Optimization exercise on an open flow, not production practice.
RTL: at most simulated, not proved equivalent.
Function not checked: runs 1 to 6.
Power: default activity.

===== flow/config.mk =====
export PLATFORM = sky130hd
export DESIGN_NAME = hpf
export DESIGN_NICKNAME = hpf
export VERILOG_FILES = /design/flow/design.v
export SDC_FILE = /design/flow/constraint.sdc
export NUM_CORES = 4
export LEC_CHECK = 0
export CAP_MARGIN = 20
export CORE_MARGIN = 2
export CORE_UTILIZATION = 40
export SETUP_SLACK_MARGIN = 3.5
export SLEW_MARGIN = 20

===== flow/constraint.sdc =====
create_clock -name core_clock -period 6.0 [get_ports {clk}]
set_input_delay 1.2000 -clock core_clock [delete_from_list [all_inputs] [get_ports {clk}]]
set_output_delay 1.2000 -clock core_clock [all_outputs]
set_load 0.01 [all_outputs]

===== flow/design.v =====
module hpf (
    input  wire        clk,
    input  wire        rst,           
    input  wire        op_valid,
    output wire        op_ready,
    input  wire [3:0]  op_sel,
    input  wire [7:0]  op_cmd,        
    input  wire [7:0]  op_plen,       
    input  wire [8:0]  op_flen,       
    input  wire [15:0] op_alg,        
    input  wire        pl_valid,
    input  wire [7:0]  pl_data,
    output wire        pl_ready,
    output wire        tx_valid,
    output wire [7:0]  tx_data,
    input  wire        tx_ready,
    input  wire        rx_valid,
    input  wire        rx_timeout,
    input  wire [7:0]  rx_data,
    output wire        rx_ready,
    output reg         done,
    output wire        busy,
    output reg  [2:0]  session,
    output wire [15:0] mode,
    output reg         mode_valid,
    output reg  [2:0]  res_kind,
    output reg         fb_valid,
    output wire [8:0]  fb_len,
    output reg         info_valid,
    output wire [7:0]  info_n,
    output reg  [15:0] info_pkt,
    output reg  [15:0] info_id,
    output reg  [7:0]  det_count,
    output reg  [3:0]  err_cause,
    output reg  [8:0]  err_len,
    output reg         close_strobe,
    output reg         det_valid,
    output wire [7:0]  det_kind,
    output wire [15:0] det_ax,
    output wire [15:0] det_ay,
    output wire [15:0] det_bx,
    output wire [15:0] det_by
);
    localparam [3:0] OP_OPEN = 4'h1, OP_SEND = 4'h2, OP_READ_FRAME = 4'h3,
                     OP_READ_RESP = 4'h4, OP_KNOCK = 4'h5, OP_SET_MODE = 4'h6,
                     OP_POLL = 4'h7, OP_CLOSE = 4'h8;
    localparam [2:0] SS_UNINIT = 3'd0, SS_CONN = 3'd1, SS_MODESET = 3'd2,
                     SS_POLLING = 3'd3, SS_CLOSED = 3'd4;
    localparam [2:0] RK_NONE = 3'd0, RK_DONE = 3'd1, RK_FRAME = 3'd2,
                     RK_ACK = 3'd3, RK_SINGLE = 3'd4, RK_DET = 3'd5;
    localparam [3:0] E_NONE = 4'd0, E_TIMEOUT = 4'd1, E_BAD_PREFIX = 4'd2, E_BAD_CSUM = 4'd3,
                     E_ACK_MISMATCH = 4'd4, E_UNKNOWN_CMD = 4'd5,
                     E_UNEXPECTED_CMD = 4'd8, E_BAD_STATE = 4'd9, E_CONTRACT = 4'd10;
    localparam [7:0] C_REQUEST = 8'h20, C_INFO = 8'h29, C_BLOCK = 8'h2A,
                     C_ARROW = 8'h2B, C_KNOCK = 8'h2C, C_SET_ALG = 8'h2D,
                     C_OK = 8'h2E;
    reg        busy_r, ordy_r;
    reg        st_admit, st_tx, st_rx, st_chk, st_fin;
    reg        tx_valid_r, tx_new, pl_ready_r;
    reg        rx_ready_r, rq_v;
    reg        o_open, o_send, o_rdfr, o_rdrs, o_knock, o_setm, o_poll, o_close;
    reg        flen_bad;            
    reg        alg_big;             
    reg [2:0]  alg_q;
    reg [7:0]  cmd_q;               
    reg [7:0]  plen_q;              
    reg [2:0]  p_res;
    reg [3:0]  p_err;
    reg        p_iserr, p_elen, p_fbv;
    reg [2:0]  ph;                  
    reg [7:0]  tx_data_r;
    reg [7:0]  sum;                 
    reg        rq_t;
    reg [7:0]  rq_d;                
    reg [8:0]  idx;
    reg [8:0]  len;
    reg        lastq;               
    reg        pfx_bad, sum_ok, len0;
    reg        c_ok, c_info, c_det, c_known, c_b0;
    reg        more;                
    reg        sb0z;                
    reg        dlast;               
    reg [7:0]  sb [0:7];            
    reg [2:0]  mode_r;
    assign op_ready = ordy_r;
    assign busy     = busy_r;
    assign tx_valid = tx_valid_r;
    assign tx_data  = tx_data_r;
    assign pl_ready = pl_ready_r;
    assign rx_ready = rx_ready_r;
    assign mode     = {13'd0, mode_r};
    assign fb_len   = len;
    assign info_n   = info_pkt[7:0];
    assign det_kind = {7'b0010101, c_b0};
    assign det_ax   = {sb[1], sb[0]};
    assign det_ay   = {sb[3], sb[2]};
    assign det_bx   = {sb[5], sb[4]};
    assign det_by   = {sb[7], sb[6]};
    wire accept   = ordy_r && op_valid;
    wire o_resp   = o_rdrs || o_poll;
    wire o_ack    = o_knock || o_setm;
    wire o_txop   = o_send || o_knock || o_setm || o_poll;
    wire reserved = !(o_open || o_send || o_rdfr || o_rdrs || o_knock || o_setm ||
                      o_poll || o_close);
    wire s_uninit = (session == SS_UNINIT);
    wire s_act    = (session == SS_CONN) || (session == SS_MODESET) || (session == SS_POLLING);
    wire s_mp     = (session == SS_MODESET) || (session == SS_POLLING);
    wire state_ok = o_open ? s_uninit : o_poll ? s_mp : s_act;
    wire args_bad = (o_rdfr && flen_bad) || (o_setm && alg_big);
    wire refuse   = reserved || !state_ok || args_bad;
    wire adm_ok   = st_admit && !refuse;
    wire tx_idle   = st_tx && !tx_valid_r && !pl_ready_r;
    wire tx_pay    = (ph == 3'd5) && (plen_q != 8'd0);
    wire tx_req_pl = tx_idle && tx_pay && o_send;
    wire tx_load   = tx_idle && (ph != 3'd6) && !(tx_pay && o_send);
    wire tx_end    = tx_idle && (ph == 3'd6);
    reg  [7:0] nb;
    always @* begin
        case (ph)
            3'd0:    nb = 8'h55;
            3'd1:    nb = 8'hAA;
            3'd2:    nb = 8'h11;
            3'd3:    nb = plen_q;
            3'd4:    nb = cmd_q;
            default: nb = (plen_q == 8'd0) ? sum : (plen_q[1] ? {5'd0, alg_q} : 8'd0);
        endcase
    end
    wire rx_to   = st_rx && rq_v && rq_t;
    wire rx_done = st_rx && rq_v && !rq_t && lastq;
    reg  [7:0] pfx_byte;
    always @* begin
        case (idx[1:0])
            2'd0:    pfx_byte = 8'h55;
            2'd1:    pfx_byte = 8'hAA;
            default: pfx_byte = 8'h11;
        endcase
    end
    wire frame_ok = !pfx_bad && sum_ok;
    wire ack_ok   = len0 && c_ok;
    wire chk_cont = frame_ok && o_resp && (more ? (c_det && !dlast) : (c_info && !sb0z));
    wire chk_err  = !frame_ok || (o_ack && !ack_ok) ||
                    (o_resp && (more ? !c_det : !c_known));
    reg  [2:0] chk_res;
    reg  [3:0] chk_cause;
    always @* begin
        chk_res   = RK_NONE;
        chk_cause = E_NONE;
        if (!frame_ok)
            chk_cause = pfx_bad ? E_BAD_PREFIX : E_BAD_CSUM;
        else if (o_rdfr)
            chk_res = RK_FRAME;
        else if (o_ack) begin
            if (ack_ok) chk_res = RK_DONE;
            else        chk_cause = E_ACK_MISMATCH;
        end else if (more) begin
            if (c_det)  chk_res = RK_DET;
            else        chk_cause = c_known ? E_UNEXPECTED_CMD : E_UNKNOWN_CMD;
        end else begin
            if (c_ok)         chk_res = RK_ACK;
            else if (c_info)  chk_res = RK_DET;
            else if (c_known) chk_res = RK_SINGLE;
            else              chk_cause = E_UNKNOWN_CMD;
        end
    end
    wire rd_resp  = (adm_ok && o_rdrs) || (tx_end && o_poll);
    wire rd_start = (adm_ok && (o_rdfr || o_rdrs)) || (tx_end && !o_send) ||
                    (st_chk && chk_cont);
    wire fin_ev   = (st_admit && (refuse || o_open || o_close)) || (tx_end && o_send) ||
                    rx_to || (st_chk && !chk_cont);
    wire det_ev   = st_chk && frame_ok && o_resp && more && c_det;
    wire info_ev  = st_chk && frame_ok && o_resp && !more && c_info;
    wire setm_ev  = st_chk && frame_ok && o_setm && ack_ok;
    always @(posedge clk) begin
        if (rst) begin
            busy_r       <= 1'b0;
            ordy_r       <= 1'b1;
            st_admit     <= 1'b0;
            st_tx        <= 1'b0;
            st_rx        <= 1'b0;
            st_chk       <= 1'b0;
            st_fin       <= 1'b0;
            tx_valid_r   <= 1'b0;
            tx_new       <= 1'b0;
            pl_ready_r   <= 1'b0;
            rx_ready_r   <= 1'b0;
            rq_v         <= 1'b0;
            done         <= 1'b0;
            session      <= SS_UNINIT;
            mode_valid   <= 1'b0;
            res_kind     <= RK_NONE;
            fb_valid     <= 1'b0;
            info_valid   <= 1'b0;
            det_count    <= 8'd0;
            err_cause    <= E_NONE;
            err_len      <= 9'd0;
            close_strobe <= 1'b0;
            det_valid    <= 1'b0;
        end else begin
            busy_r     <= accept || (busy_r && !st_fin);
            ordy_r     <= (ordy_r && !op_valid) || st_fin;
            st_admit   <= accept;
            st_tx      <= (adm_ok && o_txop) || (st_tx && !tx_end);
            st_rx      <= rd_start || (st_rx && !(rq_v && (rq_t || lastq)));
            st_chk     <= rx_done;
            st_fin     <= fin_ev;
            done       <= st_fin;
            tx_valid_r <= (tx_valid_r && !tx_ready) || tx_load || (pl_ready_r && pl_valid);
            tx_new     <= tx_load || (pl_ready_r && pl_valid);
            pl_ready_r <= (pl_ready_r && !pl_valid) || tx_req_pl;
            rq_v       <= rx_ready_r && rx_valid;
            rx_ready_r <= (rx_ready_r && !rx_valid) || rd_start ||
                          (st_rx && rq_v && !rq_t && !lastq);
            close_strobe <= adm_ok && o_close;
            det_valid    <= det_ev;
            if (adm_ok && o_open)  session <= SS_CONN;
            if (adm_ok && o_close) session <= SS_CLOSED;
            if (adm_ok && o_poll)  session <= SS_POLLING;
            if (setm_ev) begin
                session    <= SS_MODESET;
                mode_valid <= 1'b1;
            end
            if (rd_resp)
                info_valid <= 1'b0;
            else if (info_ev)
                info_valid <= 1'b1;
            if (rd_resp || (st_fin && p_iserr))
                det_count <= 8'd0;
            else if (det_ev)
                det_count <= det_count + 8'd1;
            if (rd_start || (st_fin && p_iserr))
                fb_valid <= 1'b0;
            else if (st_fin && p_fbv)
                fb_valid <= 1'b1;
            if (st_fin) begin
                res_kind  <= p_res;
                err_cause <= p_err;
                err_len   <= p_elen ? len : 9'd0;
            end
        end
    end
    always @(posedge clk) begin
        if (ordy_r) begin
            o_open   <= (op_sel == OP_OPEN);
            o_send   <= (op_sel == OP_SEND);
            o_rdfr   <= (op_sel == OP_READ_FRAME);
            o_rdrs   <= (op_sel == OP_READ_RESP);
            o_knock  <= (op_sel == OP_KNOCK);
            o_setm   <= (op_sel == OP_SET_MODE);
            o_poll   <= (op_sel == OP_POLL);
            o_close  <= (op_sel == OP_CLOSE);
            flen_bad <= (op_flen < 9'd6) || (op_flen > 9'd261);
            alg_big  <= (op_alg[15:3] != 13'd0) || (op_alg[2:0] == 3'd7);
            alg_q    <= op_alg[2:0];
            case (op_sel)
                OP_SEND:     begin cmd_q <= op_cmd;    plen_q <= op_plen; end
                OP_KNOCK:    begin cmd_q <= C_KNOCK;   plen_q <= 8'd0;    end
                OP_SET_MODE: begin cmd_q <= C_SET_ALG; plen_q <= 8'd2;    end
                default:     begin cmd_q <= C_REQUEST; plen_q <= 8'd0;    end
            endcase
        end else if (tx_idle && tx_pay) begin
            plen_q <= plen_q - 8'd1;
        end
        p_res   <= st_chk ? chk_res : ((st_admit && !refuse) || st_tx) ? RK_DONE : RK_NONE;
        p_err   <= st_admit ? (refuse ? ((reserved || state_ok) ? E_CONTRACT : E_BAD_STATE) : E_NONE) :
                   st_rx    ? E_TIMEOUT :
                   st_chk   ? chk_cause : E_NONE;
        p_iserr <= (st_admit && refuse) || st_rx || (st_chk && chk_err);
        p_elen  <= st_chk && chk_err;
        p_fbv   <= st_chk && !chk_err;
        if (st_admit)
            ph <= 3'd0;
        else if (tx_load)
            ph <= (ph == 3'd5) ? ((plen_q == 8'd0) ? 3'd6 : 3'd5) : ph + 3'd1;
        if (pl_ready_r)
            tx_data_r <= pl_data;
        else if (tx_load)
            tx_data_r <= nb;
        if ((!st_tx && !st_rx) || (st_tx && ph == 3'd6 && !tx_valid_r))
            sum <= 8'd0;
        else if (tx_new)
            sum <= sum + tx_data_r;
        else if (rq_v)
            sum <= sum + rq_d;
        if (accept && op_sel == OP_READ_FRAME)
            len <= op_flen;
        else if (st_admit && o_resp)
            len <= 9'd16;
        else if (st_admit && o_ack)
            len <= 9'd6;
        if (rd_resp)
            more <= 1'b0;
        else if (st_chk && chk_cont)
            more <= 1'b1;
        rq_d  <= rx_data;
        rq_t  <= rx_timeout;
        lastq <= (idx + 9'd1 == len);
        sb0z  <= (sb[0] == 8'd0);
        dlast <= (det_count + 8'd1 == info_pkt[7:0]);
        if (!st_rx) begin
            idx     <= 9'd0;
            pfx_bad <= 1'b0;
        end else if (rq_v) begin
            idx <= idx + 9'd1;
            if (idx < 9'd3 && rq_d != pfx_byte)
                pfx_bad <= 1'b1;
        end
        if (rq_v) begin
            if (idx == 9'd3)
                len0 <= (rq_d == 8'd0);
            if (idx == 9'd4) begin
                c_ok    <= (rq_d == C_OK);
                c_info  <= (rq_d == C_INFO);
                c_det   <= (rq_d == C_BLOCK) || (rq_d == C_ARROW);
                c_known <= (rq_d == C_REQUEST) || (rq_d == C_INFO) || (rq_d == C_BLOCK) ||
                           (rq_d == C_ARROW) || (rq_d == C_KNOCK) || (rq_d == C_SET_ALG) ||
                           (rq_d == C_OK);
                c_b0    <= rq_d[0];
            end
            if (idx < 9'd13) begin
                sb[0] <= sb[1]; sb[1] <= sb[2]; sb[2] <= sb[3]; sb[3] <= sb[4];
                sb[4] <= sb[5]; sb[5] <= sb[6]; sb[6] <= sb[7]; sb[7] <= rq_d;
            end
            sum_ok <= (rq_d == sum);
        end
        if (setm_ev)
            mode_r <= alg_q;
        if (info_ev) begin
            info_pkt <= {sb[1], sb[0]};
            info_id  <= {sb[3], sb[2]};
        end
    end
endmodule

===== flow/run.sh =====
#!/bin/bash
# synth_recipe.tcl (not shown) runs the flow's synth.tcl, then flattens the netlist and writes it again
# the make line also repeats each setting of config.mk as NAME=value (left out here)
make -C /OpenROAD-flow-scripts/flow DESIGN_CONFIG=/design/flow/config.mk WORK_HOME=/design/flow/orfs CLKGATE_MAP_FILE= SYNTH_SCRIPT=/design/flow/synth_recipe.tcl finish

==> flow_metrics.env, run 1 <==
export IMPL_run_status="no timing/DRC/antenna violations"
export IMPL_synthTopCellsByCount="edfxtp_1, dfxtp_1, nor2_1"
export IMPL_die_h_um=163.8
export IMPL_crit_required_ns=4.80
export IMPL_synth_seq_cells=241
export IMPL_routed_via_density=4.974
export IMPL_critPathCaptureType="output pin"
export IMPL_place_congestion=0.8697
export IMPL_start_util_pct=40.69
export IMPL_grt_ovfl_total=0
export IMPL_hold_path_class="reg -> reg"
export IMPL_antenna_left=0
export IMPL_nFillCells=2262
export IMPL_routed_wl_um=25650
export IMPL_r2r_cells=8
export IMPL_fin_skew_ns=0.007784
export IMPL_grt_first_pass_wirelength_um=38990
export IMPL_postSynthAreaPerCell_um2=11.62
export IMPL_io_buffers=230
export IMPL_synth_top_cell_by_area="edfxtp_1"
export IMPL_nets=1228
export IMPL_dr_max_layer_used="met4"
export IMPL_seq_area_frac_synth_pct=62.11
export IMPL_synth_most_common_cell="edfxtp_1"
export IMPL_die_w_um=163.8
export IMPL_r2r_slack_ns=3.68
export IMPL_area_growth_syn_to_layout_pct=34.34
export IMPL_clk_pin_slew_worst_paths_ns=0.06
export IMPL_r2r_end="sum[7]"
export IMPL_wl_met3_um=1881
export IMPL_cts_buffers=25
export IMPL_cts_root_buf="clkbuf_16"
export IMPL_met2WireLength_um=12220
export IMPL_drive_above_1_share_pct=10.61
export IMPL_startpoint_type="flip-flop"
export IMPL_ios=251
export IMPL_clock_sinks=241
export IMPL_period_share_pct=42.04
export IMPL_grt_usage_pct=18.70
export IMPL_rr_startpoint="tx_new"
export IMPL_maxCapViolCount=0
export IMPL_p_leak_nw=5.290
export IMPL_synth_warnings=2
export IMPL_antennaDiodeCount=0
export IMPL_crit_start="info_pkt[2]"
export IMPL_crit_fanout=2
export IMPL_multi_input_area_um2=3565
export IMPL_rows=58
export IMPL_dieArea_um2=26840
export IMPL_arrival_ns=1.32
export IMPL_core_area_um2=25110
export IMPL_firstDrtPassIters=5
export IMPL_drt_iter0_drc=480
export IMPL_cts_tree="done"
export IMPL_timing_final_crit_period_ns=2.522
export IMPL_drc=0
export IMPL_vias=7407
export IMPL_netlist_area_leader_share_pct=44.67
export IMPL_htreeDepth=1
export IMPL_drt_met1_wl_um=11100
export IMPL_finalSetupViolCount=0
export IMPL_power_mw=3.664
export IMPL_crit_type="reg -> out"
export IMPL_grt_start_max_net_pins=39
export IMPL_synth_cell_area_um2=10220
export IMPL_grt_pass1_vias=6948
export IMPL_dpl_hpwl_um=18640
export IMPL_max_freq_mhz=396.5
export IMPL_antenna_found_initial=0
export IMPL_finalSetupTns_ns=0
export IMPL_clk_latency_ns=0.52
export IMPL_endpoint="info_pkt[2]"
export IMPL_tightest_slew_ns=1.020
export IMPL_rsz0062_at_grt="yes"
export IMPL_slew_headroom_pct=31.90
export IMPL_synthTopCellsByArea="edfxtp_1, dfxtp_1, xnor2_1"
export IMPL_clk_path_buf_depth=3
export IMPL_ys_async_sr_fraction_pct=0
export IMPL_wl_per_cell_um=17.22
export IMPL_p_per_area_nw_per_um2=266.9
export IMPL_max_vdd_ir_drop_v=0.0001538
export IMPL_synth_cells=879
export IMPL_synth_cell_types=68
export IMPL_synth_edf_count=152
export IMPL_hold_violations=0
export IMPL_synth_ff_type="edfxtp_1"
export IMPL_slew_violations=0
export IMPL_regArea_um2=6357
cells in the final DEF, fill, tap and decap left out, types with 27 or more instances in the layout:
cell type,synthesis,final
a21oi_1,50,50
buf_4,29,47
clkdlybuf4s50_1,0,67
dfxtp_1,89,82
dlygate4sd2_1,0,140
edfxtp_1,152,152
nand2_1,65,64
nand3_1,33,33
nor2_1,83,82
o21ai_0,27,27
xnor2_1,39,39
timing repair:
item | in CTS | in global routing
hold buffers | 0 | 0
setup buffers | 28 | 14
endpoints found under the setup margin | 203 | 40
resized for setup | 178 | 26
hold endpoints to repair | 0 | 0
cloned | 1 | 0
routing by layer:
metal	vias up	GRT usage, %
met1	3496	24.61
li1	3628	-
met3	32	4.646
met5	-	0
met2	251	31.25
met4	0	4.266
worst max-delay path, cell delays in order (launching register included):
cell           delay [ns]
edfxtp_1             0.39
buf_4                0.15
dlygate4sd2_1        0.27
stage by stage:
step | utilization, % | std cells | instance area [µm²] | setup slack [ns] | hold WS (ns)
3_3_place_gp | 50.66 | 1400 | 12720 | 3.008 | 0.4287
6_report | 54.66 | 1489 | 13730 | 3.478 | 0.4366
4_1_cts | 54.18 | 1475 | 13600 | 3.280 | 0.4373
3_5_place_dp | 50.66 | 1400 | 12720 | 2.946 | 0.4311
2_1_floorplan | - | 897 | 10300 | 3.524 | 0.4064
5_1_grt | 54.66 | 1489 | 13730 | 3.422 | 0.4470
worst min-delay path by stage:
stage / startpoint / to / slack [ns] / cells after the start
final: sb[7][7] / sb[6][7] / 0.44 / 0
after global routing: sb[7][3] / sb[6][3] / 0.45 / 0
after CTS: sb[7][7] / sb[6][7] / 0.44 / 0
after detailed placement: sb[5][4] / sb[4][4] / 0.43 / 0
after global placement: sb[5][4] / sb[4][4] / 0.43 / 0
after floorplan: rq_d[1] / sb[7][1] / 0.41 / 0
kinds of logic (layout without fill, tap and decap cells):
family	after synthesis	after routing	share of synthesized area (%)
DFF	241	241	62.11
muxes	20	20	2.045
AOI/OAI and AO/OA	146	147	9.001
adders and majority gates	20	20	2.523
and+or+nand+nor	311	311	15.37
other	2	20	0.07350
buffers and inverters	84	345	4.164
xor gates and xnor gates	55	55	4.715
power by group:
group	internal [mW]	switching, mW	total [mW]
clock	0.965	0.618	1.58
sequential	1.79	0.0469	1.84
combinational	0.115	0.125	0.241
total	2.87	0.790	3.66
sequential cells by signal, indices dropped and copies added, names as in the netlist, 4 cells and up:
register / count
info_pkt: 16
rq_d: 8
cmd_q: 8
err_len: 9
det_count: 8
idx: 9
plen_q: 8
tx_data_r: 8
sum: 8
sb: 64
p_err: 4
len: 9
err_cause: 4
info_id: 16
layout make-up:
type                    count  area share (%)
clock buffers              34           4.950
flip-flops and latches    241           46.32
multi-input cells         573           25.97
clock inverters            12           1.194
inverters                  21          0.5743
repair buffers            278           17.99
well taps                 330           3.008
==> inputs of run 2 (changes only) <==
==> flow/flow/run.sh (new file) <==
#!/bin/bash
# The standard layout, except that the buffers put on the ports are buf_1 cells
# (the standard flow picks clkdlybuf4s50_1, a delay cell almost three times larger).
set -euo pipefail
bash standard.sh "BUFFER_PORTS_ARGS=-buffer_cell sky130_fd_sc_hd__buf_1" finish > standard_flow.log 2>&1
==> flow/standard.sh (new file) <==
#!/bin/bash
# synth_recipe.tcl (not shown) runs the flow's synth.tcl, then flattens the netlist and writes it again
# the make line also repeats each setting of config.mk as NAME=value (left out here)
make -C /OpenROAD-flow-scripts/flow DESIGN_CONFIG=/design/flow/config.mk WORK_HOME=/design/flow/orfs CLKGATE_MAP_FILE= SYNTH_SCRIPT=/design/flow/synth_recipe.tcl "${@:-finish}"
removed: flow/run.sh
==> run 2 against run 1 <==
Net effect:
- via count decreased by 2.2%
- non-clock buffer count decreased by 42
- wire length decreased by 5.0%
- utilization decreased by 6.2 points
- highest routed layer unchanged
- combinational power decreased by 15%
- critical path type unchanged
- global-route usage decreased by 1.1 points
==> flow_metrics.env, run 2 <==
export IMPL_cpPeakStageDelay_ns=0.51
export IMPL_tightest_slew_ns=0.9806
export IMPL_synth_edf_count=152
export IMPL_io_buffers=230
export IMPL_crit_fanout=6
export IMPL_setup_ws_ns=3.603
export IMPL_maxCapViolCount=0
export IMPL_place_ws_ns=3.279
export IMPL_synth_top_cell_by_area="edfxtp_1"
export IMPL_start_util_pct=40.69
export IMPL_seq_area_frac_synth_pct=62.11
export IMPL_worstHoldStart="sb[5][4]"
export IMPL_synth_most_common_cell="edfxtp_1"
export IMPL_crit_family="flip-flops"
export IMPL_clock_sinks=241
export IMPL_drc=0
export IMPL_crit_required_ns=4.80
export IMPL_synth_cell_types=68
export IMPL_path_buf_inv=1
export IMPL_cts_buffers=26
export IMPL_hold_path_class="reg -> reg"
export IMPL_clk_path_buf_depth=3
export IMPL_largest_register_ffs=64
export IMPL_clk_latency_ns=0.52
export IMPL_arrival_ns=1.20
export IMPL_cts_tree="done"
export IMPL_layout_commonest_cell="buf_1"
export IMPL_wl_met3_um=1861
export IMPL_synth_ff_type="edfxtp_1"
export IMPL_firstDrtPassIters=4
export IMPL_netlist_area_leader_share_pct=44.67
export IMPL_r2r_cells=8
export IMPL_run_status="no timing/DRC/antenna violations"
export IMPL_whs_ns=0.4440
export IMPL_fin_skew_ns=0.009551
export IMPL_die_w_um=163.8
export IMPL_slew_violations=0
export IMPL_grt_first_pass_wirelength_um=37360
export IMPL_postSynthAreaPerCell_um2=11.62
export IMPL_place_inst=1400
export IMPL_p_leak_nw=4.145
export IMPL_dieArea_um2=26840
export IMPL_grt_ovfl_total=0
export IMPL_dpl_hpwl_um=18050
export IMPL_routed_wl_um=24360
export IMPL_routed_via_density=5.003
export IMPL_largestRegisters="sb x64, info_id x16, info_pkt x16"
export IMPL_max_freq_mhz=417.2
export IMPL_grt_start_max_net_pins=65
export IMPL_finalSetupTns_ns=0
export IMPL_layout_common_cells="buf_1, edfxtp_1, dfxtp_1"
export IMPL_wl_per_cell_um=16.82
export IMPL_synth_seq_cells=241
export IMPL_period_share_pct=39.95
export IMPL_cts_root_buf="clkbuf_16"
export IMPL_place_congestion=0.8984
export IMPL_min_to="sb[4][4]"
export IMPL_synth_cell_area_um2=10220
export IMPL_critPathSlowestCell="edfxtp_1"
export IMPL_nets=1186
export IMPL_synth_cells=879
export IMPL_startpoint_type="flip-flop"
export IMPL_grt_usage_pct=17.65
export IMPL_p_per_area_nw_per_um2=300.3
export IMPL_synthTopCellsByArea="edfxtp_1, dfxtp_1, xnor2_1"
export IMPL_antenna_found_initial=1
export IMPL_drt_met1_wl_um=10760
export IMPL_drt_iter0_drc=623
export IMPL_clk_pin_slew_worst_paths_ns=0.06
export IMPL_grt_pass1_vias=6900
export IMPL_antennaDiodeCount=0
export IMPL_vias=7244
export IMPL_die_h_um=163.8
export IMPL_regMostFlops="sb"
export IMPL_timing_final_crit_period_ns=2.397
export IMPL_drive_above_1_share_pct=6.261
export IMPL_worstPathCellList="buf_1"
export IMPL_r2r_slack_ns=3.70
export IMPL_max_vdd_ir_drop_v=0.0002047
export IMPL_finalSetupViolCount=0
export IMPL_synthTopCellsByCount="edfxtp_1, dfxtp_1, nor2_1"
export IMPL_hold_violations=0
export IMPL_crit_type="reg -> out"
export IMPL_area_growth_syn_to_layout_pct=19.08
export IMPL_rsz0062_at_grt="no"
export IMPL_r2r_end="sum[7]"
export IMPL_rr_startpoint="tx_new"
export IMPL_synth_warnings=2
export IMPL_antenna_left=0
export IMPL_rows=58
export IMPL_design_area_um2=12170
export IMPL_slew_headroom_pct=34.54
export IMPL_critPathCaptureType="output pin"
export IMPL_met2WireLength_um=11350
export IMPL_ys_async_sr_fraction_pct=0
export IMPL_ios=251
export IMPL_core_area_um2=25110
export IMPL_placed_cell_area_um2=11280
export IMPL_dr_max_layer_used="met4"
export IMPL_fin_cells=1448
export IMPL_htreeDepth=1
export IMPL_ctsHoldBuffers=0
export IMPL_postCtsSetupRepairBufs=0
export IMPL_min_path_cells=0
[run 2: cells by family after synthesis]
logic type	count (synthesis)	synth area share (%)
buf+inv	84	4.164
other cells	2	0.07350
fa+ha+maj	20	2.523
mux	20	2.045
flops	241	62.11
xor+xnor	55	4.715
simple gates	311	15.37
compound gates	146	9.001
[run 2: how the worst max path moves through the flow]
| stage | slack (ns) | endpoint | cells past startpoint | from |
|---|---|---|---|---|
| after floorplan | 3.52 | sb[0][0] | 4 | idx[6] |
| after global placement | 3.35 | len[4] | 5 | op_sel[0] |
| after detailed placement | 3.28 | len[7] | 4 | op_sel[0] |
| after CTS | 3.56 | pl_ready | 2 | pl_ready_r |
| after global routing | 3.53 | pl_ready | 2 | pl_ready_r |
| final | 3.60 | fb_len[2] | 1 | len[2] |
[run 2: cell type report]
cell class | count | area [µm²]
fillers | 2387 | 12940
repair buffers | 236 | 912.1
flip-flops and latches | 241 | 6350
well taps | 330 | 412.9
multi-input cells | 572 | 3538
clock inverters | 13 | 148.9
clock buffers | 35 | 725.7
inverters | 21 | 78.83
[run 2: power breakdown]
part,internal [mW],total [mW],switching (mW)
Combinational,0.0810,0.204,0.123
Sequential,1.79,1.84,0.0488
Clock,0.977,1.61,0.630
Total,2.85,3.65,0.802
[run 2: timing repair]
action | CTS | global route
pin swaps | 0 | 0
setup endpoints to repair | 1 | 3
resized for setup | 1 | 3
[run 2: per-layer routing]
metal	up-vias	track usage, %
met5	-	0
met4	0	4.027
met3	35	3.636
met2	261	29.18
met1	3407	23.95
li1	3541	-
[run 2: stage by stage]
stage,total power [mW],utilization (%)
finish,3.653,48.46
global route,3.793,48.46
CTS,3.698,48.42
detailed placement,2.080,44.93
global placement,2.077,44.93
floorplan,2.014,-
==> inputs of run 3 (changes only) <==
--- a/flow/config.mk
+++ b/flow/config.mk
@@ -8,5 +8,5 @@
 export CAP_MARGIN = 20
 export CORE_MARGIN = 2
 export CORE_UTILIZATION = 40
-export SETUP_SLACK_MARGIN = 3.5
+export SETUP_SLACK_MARGIN = 4.0
 export SLEW_MARGIN = 20
==> run 3 against run 2 <==
Net effect:
- still clean on timing, DRC and antenna
- critical path depth unchanged
- utilization increased by 8.7 points
- setup slack improved by 0.040 ns
- synthesized cell count unchanged
- sequential power about the same
- largest cell class unchanged
- largest power group unchanged
==> flow_metrics.env, run 3 <==
export IMPL_clk_pin_slew_worst_paths_ns=0.06
export IMPL_setup_ws_ns=3.643
export IMPL_grt_first_pass_wirelength_um=40570
export IMPL_finalSetupTns_ns=0
export IMPL_max_freq_mhz=424.3
export IMPL_synth_warnings=2
export IMPL_synth_most_common_cell="edfxtp_1"
export IMPL_rsz0062_at_grt="yes"
export IMPL_synth_top_cell_by_area="edfxtp_1"
export IMPL_largestRegisters="sb x64, info_id x16, info_pkt x16"
export IMPL_grt_ovfl_total=0
export IMPL_path_buf_inv=1
export IMPL_antennaDiodeCount=0
export IMPL_arrival_ns=1.16
export IMPL_synth_seq_cells=241
export IMPL_hold_path_class="reg -> reg"
export IMPL_whs_ns=0.4418
export IMPL_tightest_slew_ns=0.9351
export IMPL_period_share_pct=39.28
export IMPL_grt_usage_pct=19.45
export IMPL_drive_above_1_share_pct=36.46
export IMPL_worstPathCellList="clkbuf_2"
export IMPL_antenna_found_initial=0
export IMPL_nFillCells=2136
export IMPL_crit_required_ns=4.80
export IMPL_critPathCaptureType="output pin"
export IMPL_netlist_area_leader_share_pct=44.67
export IMPL_synth_cells=879
export IMPL_clk_latency_ns=0.54
export IMPL_maxCapViolCount=0
export IMPL_dpl_hpwl_um=18350
export IMPL_place_ws_ns=3.423
export IMPL_place_congestion=0.8752
export IMPL_crit_fanout=2
export IMPL_die_h_um=163.8
export IMPL_p_per_area_nw_per_um2=265.6
export IMPL_drt_iter0_drc=560
export IMPL_p_leak_nw=5.529
export IMPL_critPathSlowestCell="edfxtp_1"
export IMPL_die_w_um=163.8
export IMPL_synth_edf_count=152
export IMPL_synthTopCellsByCount="edfxtp_1, dfxtp_1, nor2_1"
export IMPL_max_vdd_ir_drop_v=0.0002557
export IMPL_layout_common_cells="edfxtp_1, buf_4, clkbuf_2"
export IMPL_core_area_um2=25110
export IMPL_hold_violations=0
export IMPL_postSynthAreaPerCell_um2=11.62
export IMPL_largest_register_ffs=64
export IMPL_dieArea_um2=26840
export IMPL_ctsHoldBuffers=0
export IMPL_start_util_pct=40.69
export IMPL_startpoint_type="flip-flop"
export IMPL_ys_async_sr_fraction_pct=0
export IMPL_run_status="no timing/DRC/antenna violations"
export IMPL_routed_via_density=5.060
export IMPL_layout_commonest_cell="edfxtp_1"
export IMPL_finalSetupViolCount=0
export IMPL_crit_type="reg -> out"
export IMPL_vias=8040
export IMPL_clk_path_buf_depth=3
export IMPL_clock_sinks=241
export IMPL_cts_tree="done"
export IMPL_synth_cell_area_um2=10220
export IMPL_synth_cell_types=68
export IMPL_cpPeakStageDelay_ns=0.45
export IMPL_nets=1327
export IMPL_area_growth_syn_to_layout_pct=40.51
export IMPL_timing_final_crit_period_ns=2.357
export IMPL_ios=251
export IMPL_firstDrtPassIters=5
export IMPL_multi_input_area_um2=3981
export IMPL_regMostFlops="sb"
export IMPL_grt_start_max_net_pins=65
export IMPL_routed_wl_um=27620
export IMPL_rows=58
export IMPL_regArea_um2=6426
export IMPL_slew_violations=0
export IMPL_io_buffers=230
export IMPL_grt_pass1_vias=7373
export IMPL_htreeDepth=1
export IMPL_fin_skew_ns=0.02079
export IMPL_synthTopCellsByArea="edfxtp_1, dfxtp_1, xnor2_1"
export IMPL_seq_area_frac_synth_pct=62.11
export IMPL_crit_family="flip-flops"
export IMPL_antenna_left=0
export IMPL_synth_ff_type="edfxtp_1"
export IMPL_cts_root_buf="clkbuf_16"
export IMPL_fin_util_pct=57.18
export IMPL_drc=0
export IMPL_slew_headroom_pct=37.57
export IMPL_cts_buffers=27
export IMPL_wl_per_cell_um=17.38
-- run 3: worst paths after layout --
path,start,to,slack (ns),cells past startpoint
min reg2reg,sb[5][0],sb[4][0],0.44,0
min,sb[5][0],sb[4][0],0.44,0
max reg2reg,tx_data_r[0],sum[6],3.79,11
max,sb[0][0],det_ax[0],3.64,1
-- run 3: kinds of logic (layout without fill, tap and decap cells) --
group / count (synthesis) / in the layout / synth area share (%)
AND/OR/NAND/NOR: 311 / 312 / 15.37
flip-flops: 241 / 241 / 62.11
AO/OA/AOI/OAI: 146 / 147 / 9.001
buffers and inverters: 84 / 444 / 4.164
XOR/XNOR: 55 / 55 / 4.715
adder cells (fa/ha/maj): 20 / 20 / 2.523
multiplexers: 20 / 20 / 2.045
other: 2 / 20 / 0.07350
-- run 3: what timing repair did --
action                     CTS  global route
cloned                       3             1
resized for setup          171           143
pin swaps                   21            27
setup buffers               98            42
setup endpoints to repair  308           280
-- run 3: final cells by class --
cell class	count	share of cell area, %
timing repair buffer	374	17.74
sequential	241	44.76
tap	330	2.876
multi-input combinational	574	27.73
clock buffer	31	4.811
inverter	21	0.5491
clock inverter	18	1.534
-- run 3: report_power, final --
part | switching, mW | total (mW) | leakage, nW | internal, mW
Sequential | 0.0410 | 1.83 | 2.16 | 1.79
Combinational | 0.163 | 0.299 | 2.92 | 0.137
Clock | 0.675 | 1.68 | 0.446 | 1.01
Total | 0.879 | 3.81 | 5.53 | 2.93
-- run 3: through the flow --
| step | cells | power (mW) | instance area (µm²) |
|---|---|---|---|
| 2_1_floorplan | 897 | 2.026 | 10550 |
| 3_3_place_gp | 1396 | 2.088 | 11450 |
| 3_5_place_dp | 1396 | 2.090 | 11450 |
| 4_1_cts | 1546 | 3.822 | 13670 |
| 5_1_grt | 1589 | 3.959 | 14360 |
| 6_report | 1589 | 3.813 | 14360 |
-- run 3: per-layer routing --
metal	share of wire, %	vias to the layer above	track usage (%)
met5	0	-	0
met4	2.5	0	6.220
met3	7.7	41	4.066
met1	42	3815	25.34
met2	48	356	32.51
li1	-	3828	-
==> inputs of run 4 (changes only) <==
--- a/flow/config.mk
+++ b/flow/config.mk
@@ -7,6 +7,8 @@
 export LEC_CHECK = 0
 export CAP_MARGIN = 20
 export CORE_MARGIN = 2
-export CORE_UTILIZATION = 40
+export CORE_UTILIZATION = 55
+export CTS_CLUSTER_SIZE = 25
+export PLACE_DENSITY = 0.7
 export SETUP_SLACK_MARGIN = 4.0
 export SLEW_MARGIN = 20
==> run 4 against run 3 <==
Net effect:
- register-to-register slack worse by 0.05 ns
- first-iteration DRC count up 2.0%
- clock-buffer cell count up 3
- via count down 1.5%
- clock skew down 0.011 ns
- setup slack better by 0.036 ns
- global-route usage up 5.8 points
- clock power down 9%
- critical path type unchanged
- largest cell class unchanged
==> flow_metrics.env, run 4 <==
export IMPL_synth_ff_type="edfxtp_1"
export IMPL_share_clk_of_total_power_pct=41.4
export IMPL_r2r_end="sum[6]"
export IMPL_maxCapViolCount=0
export IMPL_run_status="no timing/DRC/antenna violations"
export IMPL_synth_seq_cells=241
export IMPL_drt_iter0_drc=571
export IMPL_placed_cell_area_um2=11330
export IMPL_netlist_area_leader_share_pct=44.67
export IMPL_slew_violations=0
export IMPL_crit_type="reg -> out"
export IMPL_io_buffers=230
export IMPL_hold_violations=0
export IMPL_worstPathCellList="clkbuf_2"
export IMPL_finalSetupTns_ns=0
export IMPL_max_vdd_ir_drop_v=0.0002966
export IMPL_place_congestion=0.8387
export IMPL_ios=251
export IMPL_p_sw_mw=0.8388
export IMPL_comb_power_share_pct=8.9
export IMPL_startpoint_type="flip-flop"
export IMPL_synth_cell_area_um2=10220
export IMPL_dpl_hpwl_um=16600
export IMPL_start_util_pct=56.49
export IMPL_synthTopCellsByCount="edfxtp_1, dfxtp_1, nor2_1"
export IMPL_synth_edf_count=152
export IMPL_min_to="sb[5][2]"
export IMPL_grt_ovfl_total=0
export IMPL_clk_path_buf_depth=3
export IMPL_routed_wl_um=26590
export IMPL_cpPeakStageDelay_ns=0.44
export IMPL_critPathSlowestCell="edfxtp_1"
export IMPL_clk_latency_ns=0.51
export IMPL_wl_per_cell_um=17.97
export IMPL_antenna_left=0
export IMPL_ys_async_sr_fraction_pct=0
export IMPL_synthTopCellsByArea="edfxtp_1, dfxtp_1, xnor2_1"
export IMPL_netSwitchingFraction_pct=22.69
export IMPL_cts_tree="done"
export IMPL_crit_fanout=2
export IMPL_htreeDepth=1
export IMPL_regMostFlops="sb"
export IMPL_grt_first_pass_wirelength_um=39260
export IMPL_largest_register_ffs=64
export IMPL_dieArea_um2=19680
export IMPL_routed_via_density=5.352
export IMPL_crit_required_ns=4.80
export IMPL_layout_common_cells="edfxtp_1, buf_4, buf_1"
export IMPL_synth_top_cell_by_area="edfxtp_1"
export IMPL_grt_usage_pct=25.24
export IMPL_max_freq_mhz=430.9
export IMPL_path_buf_inv=1
export IMPL_drc=0
export IMPL_period_share_pct=38.68
export IMPL_multi_input_area_um2=3966
export IMPL_p_leak_nw=5.451
export IMPL_tightest_slew_ns=1.015
export IMPL_die_w_um=140.3
export IMPL_area_growth_syn_to_layout_pct=37.52
export IMPL_intPower_mw=2.858
export IMPL_arrival_ns=1.12
export IMPL_clock_sinks=241
export IMPL_core_area_um2=18090
export IMPL_clk_pin_slew_worst_paths_ns=0.06
export IMPL_postSynthAreaPerCell_um2=11.62
export IMPL_synth_cell_types=68
export IMPL_rsz0062_at_grt="yes"
export IMPL_fin_skew_ns=0.009404
export IMPL_slew_headroom_pct=32.22
export IMPL_min_path_cells=0
export IMPL_p_per_area_nw_per_um2=263.1
export IMPL_seqPwrFrac_pct=49.7
export IMPL_antenna_found_initial=0
export IMPL_r2r_cells=11
export IMPL_r2r_slack_ns=3.74
export IMPL_synth_warnings=2
export IMPL_drive_above_1_share_pct=36.05
export IMPL_nFillCells=1166
export IMPL_finalSetupViolCount=0
export IMPL_antennaDiodeCount=0
export IMPL_worstHoldStart="sb[6][2]"
export IMPL_rr_startpoint="tx_data_r[0]"
export IMPL_regArea_um2=6427
export IMPL_synth_cells=879
export IMPL_design_area_um2=14050
export IMPL_synth_most_common_cell="edfxtp_1"
export IMPL_cts_root_buf="clkbuf_16"
export IMPL_layout_commonest_cell="edfxtp_1"
export IMPL_nets=1320
export IMPL_hold_path_class="reg -> reg"
export IMPL_largestRegisters="sb x64, info_id x16, info_pkt x16"
export IMPL_die_h_um=140.3
export IMPL_grt_start_max_net_pins=65
export IMPL_seq_area_frac_synth_pct=62.11
export IMPL_cts_buffers=25
export IMPL_timing_final_crit_period_ns=2.321
export IMPL_rows=49
export IMPL_critPathCaptureType="output pin"
export IMPL_crit_family="flip-flops"
export IMPL_grt_pass1_vias=7368
export IMPL_vias=7921
export IMPL_firstDrtPassIters=5
==> run 4: per-stage QoR <==
| step | hold slack [ns] | util (%) | instances | setup WS (ns) | power, mW |
|---|---|---|---|---|---|
| final | 0.4409 | 77.69 | 1480 | 3.679 | 3.697 |
| after global routing | 0.4456 | 77.69 | 1480 | 3.651 | 3.821 |
| after CTS | 0.4384 | 74.04 | 1436 | 3.672 | 3.679 |
| after detailed placement | 0.4294 | 62.64 | 1296 | 3.378 | 2.087 |
| after global placement | 0.4283 | 62.64 | 1296 | 3.427 | 2.085 |
| after floorplan | 0.4064 | - | 897 | 3.569 | 2.026 |
==> run 4: final cells by class <==
cell class,instances,area share (%)
sequential,241,45.74
multi-input combinational,573,28.23
timing repair buffer,370,17.57
clock buffer,34,4.987
tap,229,2.039
clock inverter,12,0.8727
inverter,21,0.5610
==> run 4: repair_timing <==
action                     CTS  global route
setup endpoints to repair  307           326
setup buffers               93            44
gates resized for setup    188           125
pin swaps                   18            23
hold buffers                 0             0
cloned                       1             0
==> run 4: per-layer routing <==
| layer | track usage (%) | up-vias | part of all wire [%] |
|---|---|---|---|
| met4 | 8.028 | 0 | 2.3 |
| met2 | 43.32 | 290 | 52 |
| li1 | - | 3808 | - |
| met1 | 33.44 | 3777 | 41 |
| met3 | 3.590 | 46 | 5.3 |
| met5 | 0 | - | 0 |
==> run 4: cell families after synthesis <==
kind of cell             count (synthesis)  synth area share (%)
XOR/XNOR                                55                 4.715
buffers and inverters                   84                 4.164
other                                    2               0.07350
flip-flops                             241                 62.11
adder cells (fa/ha/maj)                 20                 2.523
AO/OA/AOI/OAI                          146                 9.001
AND/OR/NAND/NOR                        311                 15.37
multiplexers                            20                 2.045
==> run 4: worst max path at each step <==
stage / start / slack, ns / depth (start not counted) / to
after global placement: op_sel[2] / 3.43 / 4 / plen_q[1]
after CTS: tx_data_r[0] / 3.67 / 1 / tx_data[0]
after floorplan: idx[6] / 3.57 / 4 / sb[0][0]
after global routing: len[6] / 3.65 / 1 / fb_len[6]
after detailed placement: op_sel[2] / 3.38 / 4 / plen_q[1]
final: tx_data_r[0] / 3.68 / 1 / tx_data[0]
==> run 4: power by group through the flow <==
stage | combinational, mW | clock, mW | sequential [mW]
after floorplan | 0.166 | 0 | 1.86
after global placement | 0.199 | 0 | 1.89
after detailed placement | 0.201 | 0 | 1.89
after CTS | 0.292 | 1.55 | 1.83
after global routing | 0.356 | 1.63 | 1.84
final | 0.331 | 1.53 | 1.84
==> inputs of run 5 (changes only) <==
--- a/flow/config.mk
+++ b/flow/config.mk
@@ -8,7 +8,5 @@
 export CAP_MARGIN = 20
 export CORE_MARGIN = 2
 export CORE_UTILIZATION = 55
-export CTS_CLUSTER_SIZE = 25
-export PLACE_DENSITY = 0.7
-export SETUP_SLACK_MARGIN = 4.0
+export SETUP_SLACK_MARGIN = 3.3
 export SLEW_MARGIN = 20
==> run 5 against run 4 <==
Net effect:
- still clean on timing, DRC and antenna
- critical endpoint is now sum[7]
- global-route usage is 1.6 points lower
- critical path type is now reg -> reg
- largest cell class unchanged
- largest power group unchanged
- clock-buffer cell count is 6 higher
- synthesized cell count stayed put
==> flow_metrics.env, run 5 <==
export IMPL_run_status="no timing/DRC/antenna violations"
export IMPL_r2r_slack_ns=3.46
export IMPL_critPathCaptureType="flip-flop"
export IMPL_rows=49
export IMPL_antenna_found_initial=0
export IMPL_hold_path_class="reg -> reg"
export IMPL_core_area_um2=18090
export IMPL_fin_skew_ns=0.01644
export IMPL_timing_final_crit_period_ns=2.539
export IMPL_antennaDiodeCount=0
export IMPL_grt_usage_pct=23.63
export IMPL_critPathSlowestCell="dfxtp_1"
export IMPL_ctsHoldBuffers=0
export IMPL_synth_most_common_cell="edfxtp_1"
export IMPL_p_leak_nw=4.153
export IMPL_cts_root_buf="clkbuf_16"
export IMPL_firstDrtPassIters=5
export IMPL_rr_startpoint="tx_new"
export IMPL_max_vdd_ir_drop_v=0.0002786
export IMPL_setup_ws_ns=3.461
export IMPL_synth_warnings=2
export IMPL_p_sw_mw=0.7837
export IMPL_dpl_hpwl_um=16570
export IMPL_regMostFlops="sb"
export IMPL_largestRegisters="sb x64, info_id x16, info_pkt x16"
export IMPL_placed_cell_area_um2=11140
export IMPL_grt_first_pass_wirelength_um=36670
export IMPL_cts_tree="done"
export IMPL_worstPathCellList="mux2_2 -> ha_1 -> a21o_1 -> a31o_1 -> a21oi_1 -> xnor2_1 -> or3_1 -> a21oi_1"
export IMPL_wl_per_cell_um=17.38
export IMPL_vias=7308
export IMPL_slew_violations=0
export IMPL_rsz0062_at_grt="no"
export IMPL_min_path_cells=0
export IMPL_synth_edf_count=152
export IMPL_worstHoldStart="sb[5][1]"
export IMPL_ios=251
export IMPL_arrival_ns=2.99
export IMPL_grt_start_max_net_pins=39
export IMPL_share_clk_of_total_power_pct=43.2
export IMPL_maxCapViolCount=0
export IMPL_place_ws_ns=3.197
export IMPL_cts_buffers=26
export IMPL_tightest_slew_ns=1.054
export IMPL_layout_commonest_cell="buf_1"
export IMPL_startpoint_type="flip-flop"
export IMPL_htreeDepth=1
export IMPL_clk_path_buf_depth=3
export IMPL_antenna_left=0
export IMPL_layout_common_cells="buf_1, edfxtp_1, dfxtp_1"
export IMPL_hold_violations=0
export IMPL_clock_sinks=241
export IMPL_synth_cell_types=68
export IMPL_period_share_pct=42.32
export IMPL_die_h_um=140.3
export IMPL_seq_area_frac_synth_pct=62.11
export IMPL_nets=1188
export IMPL_synth_seq_cells=241
export IMPL_largest_register_ffs=64
export IMPL_grt_pass1_vias=6803
export IMPL_postSynthAreaPerCell_um2=11.62
export IMPL_synth_ff_type="edfxtp_1"
export IMPL_grt_ovfl_total=0
export IMPL_place_inst=1298
export IMPL_clk_pin_slew_worst_paths_ns=0.06
export IMPL_design_area_um2=12030
export IMPL_power_mw=3.598
export IMPL_synth_top_cell_by_area="edfxtp_1"
export IMPL_cpPeakStageDelay_ns=0.62
export IMPL_seqPwrFrac_pct=51.2
export IMPL_comb_power_share_pct=5.6
export IMPL_synth_cell_area_um2=10220
export IMPL_routed_via_density=5.417
export IMPL_clk_latency_ns=0.52
export IMPL_r2r_end="sum[7]"
export IMPL_slew_headroom_pct=29.53
export IMPL_multi_input_area_um2=3543
export IMPL_synth_cells=879
export IMPL_crit_required_ns=6.45
export IMPL_min_to="sb[4][1]"
export IMPL_drt_iter0_drc=512
export IMPL_start_util_pct=56.49
export IMPL_r2r_cells=8
export IMPL_netSwitchingFraction_pct=21.78
export IMPL_netlist_area_leader_share_pct=44.67
export IMPL_crit_type="reg -> reg"
export IMPL_max_freq_mhz=393.9
export IMPL_area_growth_syn_to_layout_pct=17.71
export IMPL_fin_cells=1349
export IMPL_routed_wl_um=23440
export IMPL_die_w_um=140.3
export IMPL_synthTopCellsByArea="edfxtp_1, dfxtp_1, xnor2_1"
export IMPL_p_per_area_nw_per_um2=299.2
export IMPL_place_congestion=0.8917
export IMPL_intPower_mw=2.815
export IMPL_ys_async_sr_fraction_pct=0
export IMPL_finalSetupTns_ns=0
export IMPL_cpMostUsedCell="a21oi_1"
export IMPL_dieArea_um2=19680
export IMPL_drive_above_1_share_pct=6.429
export IMPL_drc=0
export IMPL_crit_fanout=11
export IMPL_synthTopCellsByCount="edfxtp_1, dfxtp_1, nor2_1"
export IMPL_io_buffers=230
export IMPL_nFillCells=1484
export IMPL_regArea_um2=6347
export IMPL_finalSetupViolCount=0
## run 5: changes by cell type in the layout (fill, tap and decap cells not counted), moves of 35 or more
cell / change
dfxtp_1: +42
buf_6: -56
buf_4: -113
buf_1: +146
buf_2: -35
clkbuf_2: -70
## run 5: area by class of cell
class / instances / share of cell area (%)
Clock buffer: 40 / 6.523
Clock inverter: 8 / 0.5722
Timing Repair Buffer: 237 / 7.626
Sequential cell: 241 / 52.78
Tap cell: 229 / 2.382
Multi-Input combinational cell: 573 / 29.46
Inverter: 21 / 0.6554
## run 5: kinds of logic after synthesis
group                    after synthesis  synth area share, %
flip-flops                           241                62.11
AO/OA/AOI/OAI                        146                9.001
AND/OR/NAND/NOR                      311                15.37
buffers and inverters                 84                4.164
XOR/XNOR                              55                4.715
multiplexers                          20                2.045
other                                  2              0.07350
adder cells (fa/ha/maj)               20                2.523
## run 5: repair_timing
| item | in CTS | in global routing |
|---|---|---|
| setup buffers | 0 | 2 |
| hold endpoints to repair | 0 | 0 |
| gates resized for setup | 0 | 1 |
| gates cloned | 1 | 0 |
| endpoints found under the setup margin | 33 | 34 |
## run 5: worst max-delay path, delay by kind of cell, from the launching register on
kind | cells | cell delay [ns]
muxes | 1 | 0.39
adders and majority gates | 1 | 0.35
DFF | 1 | 0.62
AOI/OAI and AO/OA | 4 | 0.70
xor gates and xnor gates | 1 | 0.10
and+or+nand+nor | 1 | 0.30
## run 5: worst max-delay path by stage
stage | start | endpoint | slack (ns) | cells after the start
global placement | op_sel[0] | len[6] | 3.27 | 4
CTS | pl_ready_r | pl_ready | 3.35 | 1
global route | tx_new | sum[7] | 3.33 | 8
finish | tx_new | sum[7] | 3.46 | 8
floorplan | o_poll | info_id[0] | 3.33 | 4
detailed placement | op_sel[0] | len[6] | 3.20 | 4
## run 5: per-layer routing
layer | track usage (%) | wire length, µm | vias to the layer above
met5 | 0 | 0 | -
met4 | 7.230 | 590 | 0
met3 | 3.248 | 1318 | 47
met2 | 37.98 | 11160 | 257
met1 | 33.80 | 10370 | 3455
li1 | - | - | 3549
## run 5: stage by stage
| stage | util (%) | hold slack (ns) |
|---|---|---|
| 2_1_floorplan | - | 0.4064 |
| 3_3_place_gp | 61.62 | 0.4274 |
| 3_5_place_dp | 61.62 | 0.4301 |
| 4_1_cts | 66.41 | 0.4390 |
| 5_1_grt | 66.50 | 0.4487 |
| 6_report | 66.50 | 0.4397 |
## run 5: power by group through the flow
stage	sequential, mW	clock [mW]	combinational, mW
2_1_floorplan	1.86	0	0.154
3_3_place_gp	1.88	0	0.198
3_5_place_dp	1.88	0	0.198
4_1_cts	1.84	1.59	0.201
5_1_grt	1.85	1.65	0.227
6_report	1.84	1.55	0.201
==> inputs of run 6 (changes only) <==
--- a/flow/config.mk
+++ b/flow/config.mk
@@ -7,6 +7,6 @@
 export LEC_CHECK = 0
 export CAP_MARGIN = 20
 export CORE_MARGIN = 2
-export CORE_UTILIZATION = 55
-export SETUP_SLACK_MARGIN = 3.3
+export CORE_UTILIZATION = 40
+export SETUP_SLACK_MARGIN = 3.0
 export SLEW_MARGIN = 20
==> run 6 against run 5 <==
Net effect:
- still clean on timing, DRC and antenna
- maximum frequency down 6.3%
- sequential power is essentially flat
- setup slack got worse by 0.17 ns
- cell area is 1.0% higher
==> flow_metrics.env, run 6 <==
export IMPL_synthMuxAreaShare_pct=2.045
export IMPL_synth_edf_count=152
export IMPL_crit_family="flip-flops"
export IMPL_grt_start_max_net_pins=65
export IMPL_area_growth_syn_to_layout_pct=18.88
export IMPL_synth_ff_type="edfxtp_1"
export IMPL_io_buffers=230
export IMPL_routed_via_density=4.958
export IMPL_cts_root_buf="clkbuf_16"
export IMPL_r2r_slack_ns=3.44
export IMPL_crit_fanout=19
export IMPL_critPathSlowestCell="dfxtp_1"
export IMPL_arrival_ns=1.51
export IMPL_cts_buffers=26
export IMPL_drc=0
export IMPL_synth_warnings=2
export IMPL_hold_path_class="reg -> reg"
export IMPL_maxCapViolCount=0
export IMPL_rows=58
export IMPL_vias=7179
export IMPL_clk_pin_slew_worst_paths_ns=0.06
export IMPL_crit_required_ns=4.80
export IMPL_regMostFlops="sb"
export IMPL_period_share_pct=45.17
export IMPL_max_vdd_ir_drop_v=0.0002107
export IMPL_firstDrtPassIters=5
export IMPL_synth_cells=879
export IMPL_synth_top_family_by_area="simple AND/OR/NAND/NOR gates"
export IMPL_p_per_area_nw_per_um2=299.4
export IMPL_ys_async_sr_fraction_pct=0
export IMPL_startpoint_type="flip-flop"
export IMPL_p_leak_nw=4.163
export IMPL_postCtsSetupRepairBufs=0
export IMPL_place_congestion=0.8926
export IMPL_core_area_um2=25110
export IMPL_endpoint="pl_ready"
export IMPL_cts_tree="done"
export IMPL_rr_startpoint="tx_new"
export IMPL_synth_cell_area_um2=10220
export IMPL_ctsHoldBuffers=0
export IMPL_grt_ovfl_total=0
export IMPL_synthTopCellsByCount="edfxtp_1, dfxtp_1, nor2_1"
export IMPL_critPathCaptureType="output pin"
export IMPL_path_buf_inv=1
export IMPL_run_status="no timing/DRC/antenna violations"
export IMPL_crit_type="reg -> out"
export IMPL_slew_headroom_pct=35.13
export IMPL_synth_adder_area_share_pct=2.523
export IMPL_seq_area_frac_synth_pct=62.11
export IMPL_antenna_left=0
export IMPL_largest_register_ffs=64
export IMPL_grt_pass1_vias=6664
export IMPL_htreeDepth=1
export IMPL_fin_util_pct=48.38
export IMPL_largestRegisters="sb x64, info_id x16, info_pkt x16"
export IMPL_synth_seq_cells=241
export IMPL_nFillCells=2363
export IMPL_synth_top_cell_by_area="edfxtp_1"
export IMPL_dpl_hpwl_um=18530
export IMPL_clock_sinks=241
export IMPL_cts_resized_gates=0
export IMPL_hold_violations=0
export IMPL_finalSetupTns_ns=0
export IMPL_cpPeakStageDelay_ns=0.77
export IMPL_synth_xor_area_share_pct=4.715
export IMPL_r2r_cells=8
export IMPL_synthTopCellsByArea="edfxtp_1, dfxtp_1, xnor2_1"
export IMPL_path_depth=1
export IMPL_synth_simple_area_share_pct=15.37
export IMPL_clk_latency_ns=0.53
export IMPL_worstPathCellList="buf_1"
export IMPL_finalSetupViolCount=0
export IMPL_die_h_um=163.8
export IMPL_grt_usage_pct=18.43
export IMPL_tightest_slew_ns=0.9718
export IMPL_r2r_end="sum[7]"
export IMPL_drt_iter0_drc=575
export IMPL_layout_commonest_cell="buf_1"
export IMPL_max_freq_mhz=369.0
export IMPL_layout_common_cells="buf_1, edfxtp_1, dfxtp_1"
export IMPL_rsz0062_at_grt="no"
export IMPL_grt_first_pass_wirelength_um=38120
export IMPL_timing_final_crit_period_ns=2.710
export IMPL_slew_violations=0
export IMPL_netlist_area_leader_share_pct=44.67
export IMPL_drive_above_1_share_pct=6.446
export IMPL_postSynthAreaPerCell_um2=11.62
export IMPL_synth_compound_area_share_pct=9.001
export IMPL_die_w_um=163.8
export IMPL_clk_path_buf_depth=3
export IMPL_antenna_found_initial=1
export IMPL_synth_most_common_cell="edfxtp_1"
export IMPL_crit_start="pl_ready_r"
export IMPL_fin_skew_ns=0.01617
export IMPL_synth_cell_types=68
export IMPL_wl_per_cell_um=17.29
export IMPL_ios=251
export IMPL_routed_wl_um=25030
export IMPL_start_util_pct=40.69
export IMPL_nets=1185
export IMPL_dieArea_um2=26840
## run 6: cell counts after synthesis
Identical to the previous run, type by type.
## run 6: final cells by class
type	count	area, µm²	share of cell area (%)
Inverter	21	78.83	0.6490
Tap cell	330	412.9	3.399
Clock buffer	35	767.0	6.314
Antenna cell	1	2.502	0.02060
Sequential cell	241	6346	52.25
Multi-Input combinational cell	572	3531	29.07
Timing Repair Buffer	235	902.1	7.427
Clock inverter	13	106.4	0.8756
## run 6: metal layers
| metal | up-vias | wire length [µm] | GRT usage [%] |
|---|---|---|---|
| met3 | 27 | 1476 | 3.258 |
| met4 | 0 | 410 | 4.864 |
| li1 | 3538 | - | - |
| met5 | - | 0 | 0 |
| met1 | 3394 | 10850 | 25.10 |
| met2 | 220 | 12300 | 30.50 |
## run 6: worst min-delay path by stage
stage,end,from,cells after the start
floorplan,sb[7][1],rq_d[1],0
global placement,sb[5][2],sb[6][2],0
detailed placement,sb[5][3],sb[6][3],0
CTS,sb[5][3],sb[6][3],0
global route,sb[5][3],sb[6][3],0
finish,sb[6][3],sb[7][3],0
## run 6: cells by family after synthesis
group / count (synthesis)
buffers and inverters: 84
XOR/XNOR: 55
flip-flops: 241
AND/OR/NAND/NOR: 311
AO/OA/AOI/OAI: 146
multiplexers: 20
adder cells (fa/ha/maj): 20
other: 2
## run 6: metrics by stage
| stage | hold slack (ns) | power, mW | std cells | instance area, µm² | setup slack [ns] |
|---|---|---|---|---|---|
| after detailed placement | 0.4294 | 2.082 | 1399 | 11270 | 3.200 |
| after floorplan | 0.4064 | 2.014 | 897 | 10300 | 3.330 |
| after CTS | 0.4440 | 3.673 | 1447 | 12140 | 3.283 |
| final | 0.4445 | 3.636 | 1448 | 12150 | 3.290 |
| after global placement | 0.4292 | 2.082 | 1399 | 11270 | 3.267 |
| after global routing | 0.4506 | 3.772 | 1447 | 12140 | 3.223 |
## run 6: power breakdown
group	switching, mW	internal, mW
clock network	0.644	0.942
registers	0.0516	1.79
logic	0.124	0.0806
==> inputs of run 7 (changes only) <==
--- a/flow/design.v
+++ b/flow/design.v
@@ -64,9 +64,6 @@
     reg [2:0]  alg_q;
     reg [7:0]  cmd_q;               
     reg [7:0]  plen_q;              
-    reg [2:0]  p_res;
-    reg [3:0]  p_err;
-    reg        p_iserr, p_elen, p_fbv;
     reg [2:0]  ph;                  
     reg [7:0]  tx_data_r;
     reg [7:0]  sum;                 
@@ -170,6 +167,7 @@
     wire det_ev   = st_chk && frame_ok && o_resp && more && c_det;
     wire info_ev  = st_chk && frame_ok && o_resp && !more && c_info;
     wire setm_ev  = st_chk && frame_ok && o_setm && ack_ok;
+    wire err_ev   = (st_admit && refuse) || rx_to || (st_chk && chk_err);
     always @(posedge clk) begin
         if (rst) begin
             busy_r       <= 1'b0;
@@ -223,18 +221,20 @@
                 info_valid <= 1'b0;
             else if (info_ev)
                 info_valid <= 1'b1;
-            if (rd_resp || (st_fin && p_iserr))
+            if (rd_resp || err_ev)
                 det_count <= 8'd0;
             else if (det_ev)
                 det_count <= det_count + 8'd1;
-            if (rd_start || (st_fin && p_iserr))
+            if (rd_start || err_ev)
                 fb_valid <= 1'b0;
-            else if (st_fin && p_fbv)
+            else if (st_chk && !chk_err && !chk_cont)
                 fb_valid <= 1'b1;
-            if (st_fin) begin
-                res_kind  <= p_res;
-                err_cause <= p_err;
-                err_len   <= p_elen ? len : 9'd0;
+            if (busy_r && !st_fin) begin
+                res_kind  <= st_chk ? chk_res : ((st_admit && !refuse) || st_tx) ? RK_DONE : RK_NONE;
+                err_cause <= st_admit ? (refuse ? ((reserved || state_ok) ? E_CONTRACT : E_BAD_STATE) : E_NONE) :
+                             st_rx    ? E_TIMEOUT :
+                             st_chk   ? chk_cause : E_NONE;
+                err_len   <= (st_chk && chk_err) ? len : 9'd0;
             end
         end
     end
@@ -260,13 +260,6 @@
         end else if (tx_idle && tx_pay) begin
             plen_q <= plen_q - 8'd1;
         end
-        p_res   <= st_chk ? chk_res : ((st_admit && !refuse) || st_tx) ? RK_DONE : RK_NONE;
-        p_err   <= st_admit ? (refuse ? ((reserved || state_ok) ? E_CONTRACT : E_BAD_STATE) : E_NONE) :
-                   st_rx    ? E_TIMEOUT :
-                   st_chk   ? chk_cause : E_NONE;
-        p_iserr <= (st_admit && refuse) || st_rx || (st_chk && chk_err);
-        p_elen  <= st_chk && chk_err;
-        p_fbv   <= st_chk && !chk_err;
         if (st_admit)
             ph <= 3'd0;
         else if (tx_load)
--- a/flow/config.mk
+++ b/flow/config.mk
@@ -8,5 +8,5 @@
 export CAP_MARGIN = 20
 export CORE_MARGIN = 2
 export CORE_UTILIZATION = 40
-export SETUP_SLACK_MARGIN = 3.0
+export SETUP_SLACK_MARGIN = 3.7
 export SLEW_MARGIN = 20
==> run 7 against run 6 <==
Net effect:
- sequential share of layout area decreased by 3.6 points
- worst hold slack got worse by 0.0024 ns
- total power decreased by 1.9%
- still clean
==> flow_metrics.env, run 7 <==
export IMPL_run_status="no timing/DRC/antenna violations"
export IMPL_placed_cell_area_um2=10970
export IMPL_critPathSlowestCell="edfxtp_1"
export IMPL_wl_met3_um=1451
export IMPL_slew_violations=0
export IMPL_grt_first_pass_wirelength_um=37340
export IMPL_synth_cells=855
export IMPL_clk_path_buf_depth=3
export IMPL_antennaDiodeCount=0
export IMPL_area_growth_syn_to_layout_pct=27.88
export IMPL_grt_pass1_vias=7090
export IMPL_design_area_um2=12700
export IMPL_rows=57
export IMPL_arrival_ns=1.13
export IMPL_fin_skew_ns=0.01151
export IMPL_firstDrtPassIters=4
export IMPL_startpoint_type="flip-flop"
export IMPL_synth_top_cell_by_area="edfxtp_1"
export IMPL_start_util_pct=40.84
export IMPL_ctsHoldBuffers=0
export IMPL_rsz0062_at_grt="yes"
export IMPL_synth_edf_count=152
export IMPL_seq_area_frac_synth_pct=61.87
export IMPL_p_per_area_nw_per_um2=280.7
export IMPL_ys_async_sr_fraction_pct=0
export IMPL_ios=251
export IMPL_synthTopCellsByCount="edfxtp_1, dfxtp_1, nor2_1"
export IMPL_cts_buffers=26
export IMPL_grt_usage_pct=18.02
export IMPL_dr_max_layer_used="met4"
export IMPL_synth_seq_cells=231
export IMPL_io_buffers=230
export IMPL_path_buf_inv=1
export IMPL_hold_violations=0
export IMPL_layout_commonest_cell="buf_1"
export IMPL_drt_met1_wl_um=10380
export IMPL_max_freq_mhz=428.5
export IMPL_antenna_found_initial=0
export IMPL_largest_register_ffs=64
export IMPL_fin_cells=1495
export IMPL_tightest_slew_ns=0.9487
export IMPL_drt_iter0_drc=446
export IMPL_clk_latency_ns=0.53
export IMPL_routed_via_density=4.957
export IMPL_critPathCaptureType="output pin"
export IMPL_maxCapViolCount=0
export IMPL_place_congestion=0.8479
export IMPL_drive_above_1_share_pct=21.52
export IMPL_nets=1239
export IMPL_die_w_um=161.6
export IMPL_routed_wl_um=24510
export IMPL_met2WireLength_um=12310
export IMPL_worstPathCellList="clkbuf_2"
export IMPL_hold_path_class="reg -> reg"
export IMPL_dpl_hpwl_um=17240
export IMPL_crit_family="flip-flops"
export IMPL_synth_ff_type="edfxtp_1"
export IMPL_p_leak_nw=4.626
export IMPL_multi_input_area_um2=3533
export IMPL_largestRegisters="sb x64, info_id x16, info_pkt x16"
export IMPL_crit_required_ns=4.80
export IMPL_place_inst=1368
export IMPL_synth_most_common_cell="edfxtp_1"
export IMPL_clk_pin_slew_worst_paths_ns=0.06
export IMPL_synth_cell_area_um2=9933
export IMPL_slew_headroom_pct=36.60
export IMPL_grt_ovfl_total=0
export IMPL_max_vdd_ir_drop_v=0.0001725
export IMPL_grt_start_max_net_pins=65
export IMPL_netlist_area_leader_share_pct=45.95
export IMPL_nFillCells=2211
export IMPL_die_h_um=161.6
export IMPL_cts_tree="done"
export IMPL_crit_fanout=2
export IMPL_core_area_um2=24320
export IMPL_synthTopCellsByArea="edfxtp_1, dfxtp_1, xnor2_1"
export IMPL_drc=0
export IMPL_finalSetupTns_ns=0
export IMPL_dieArea_um2=26110
export IMPL_regMostFlops="sb"
export IMPL_regArea_um2=6182
export IMPL_crit_type="reg -> out"
export IMPL_vias=7411
export IMPL_cts_root_buf="clkbuf_16"
export IMPL_wl_per_cell_um=16.39
export IMPL_period_share_pct=38.90
export IMPL_synth_cell_types=67
export IMPL_timing_final_crit_period_ns=2.334
export IMPL_synth_warnings=2
export IMPL_htreeDepth=1
export IMPL_finalSetupViolCount=0
export IMPL_cpPeakStageDelay_ns=0.45
export IMPL_antenna_left=0
export IMPL_clock_sinks=231
export IMPL_postSynthAreaPerCell_um2=11.62
export IMPL_layout_common_cells="buf_1, edfxtp_1, buf_4"
-- run 7: cell count changes after synthesis, moves of 5 or more --
| cell | change |
|---|---|
| o21ai_1 | -9 |
| dfxtp_1 | -10 |
| nor3_1 | +5 |
| a22oi_1 | +12 |
| and3_1 | +6 |
| nor2b_1 | -13 |
| mux2i_1 | -9 |
| xnor2_1 | +10 |
-- run 7: final timing paths --
| kind | start | to | slack, ns | cells after the start |
|---|---|---|---|---|
| min | sb[5][5] | sb[4][5] | 0.44 | 0 |
| min reg2reg | sb[5][5] | sb[4][5] | 0.44 | 0 |
| max reg2reg | tx_data_r[4] | sum[7] | 3.75 | 9 |
| max | len[2] | fb_len[2] | 3.67 | 1 |
-- run 7: final cells by class --
class                      count  share of cell area, %
clock buffer                  35                  5.634
clock inverter                13                 0.9850
inverter                      23                 0.6797
multi-input combinational    556                  27.82
sequential                   231                  48.67
tap                          324                  3.191
timing repair buffer         313                  13.02
-- run 7: timing repair --
item,CTS,global route
gates cloned,1,0
pin swaps,0,3
resized for setup,41,85
endpoints found under the setup margin,149,103
setup buffers,47,31
-- run 7: logic make-up (layout without fill, tap and decap cells) --
| family | after synthesis | in the layout | synth area share, % |
|---|---|---|---|
| AOI/OAI and AO/OA | 143 | 143 | 9.145 |
| xor gates and xnor gates | 61 | 61 | 5.378 |
| adders and majority gates | 20 | 20 | 2.595 |
| buffers and inverters | 86 | 384 | 4.484 |
| DFF | 231 | 231 | 61.87 |
| muxes | 11 | 11 | 1.197 |
| other | 2 | 20 | 0.07560 |
| and+or+nand+nor | 301 | 301 | 15.25 |
-- run 7: routing by layer --
metal	global-route usage, %	vias to the layer above
met5	0	-
met1	23.02	3498
met2	32.09	242
met4	3.450	0
li1	-	3635
met3	3.364	36
-- run 7: power breakdown --
part	leakage, nW	internal [mW]	switching (mW)
sequential	2.06	1.72	0.0459
clock	0.406	0.925	0.628
combinational	2.16	0.104	0.138
total	4.63	2.75	0.812
-- run 7: stage by stage --
stage                     utilization [%]  total power, mW  setup WS (ns)  hold WS, ns
after detailed placement            45.12            2.017          3.337       0.4327
final                               52.23            3.566          3.666       0.4420
after CTS                           50.51            3.582          3.619       0.4443
after floorplan                         -            1.951          3.655       0.4064
after global routing                52.23            3.693          3.630       0.4525
after global placement              45.09            2.013          3.126       0.4289
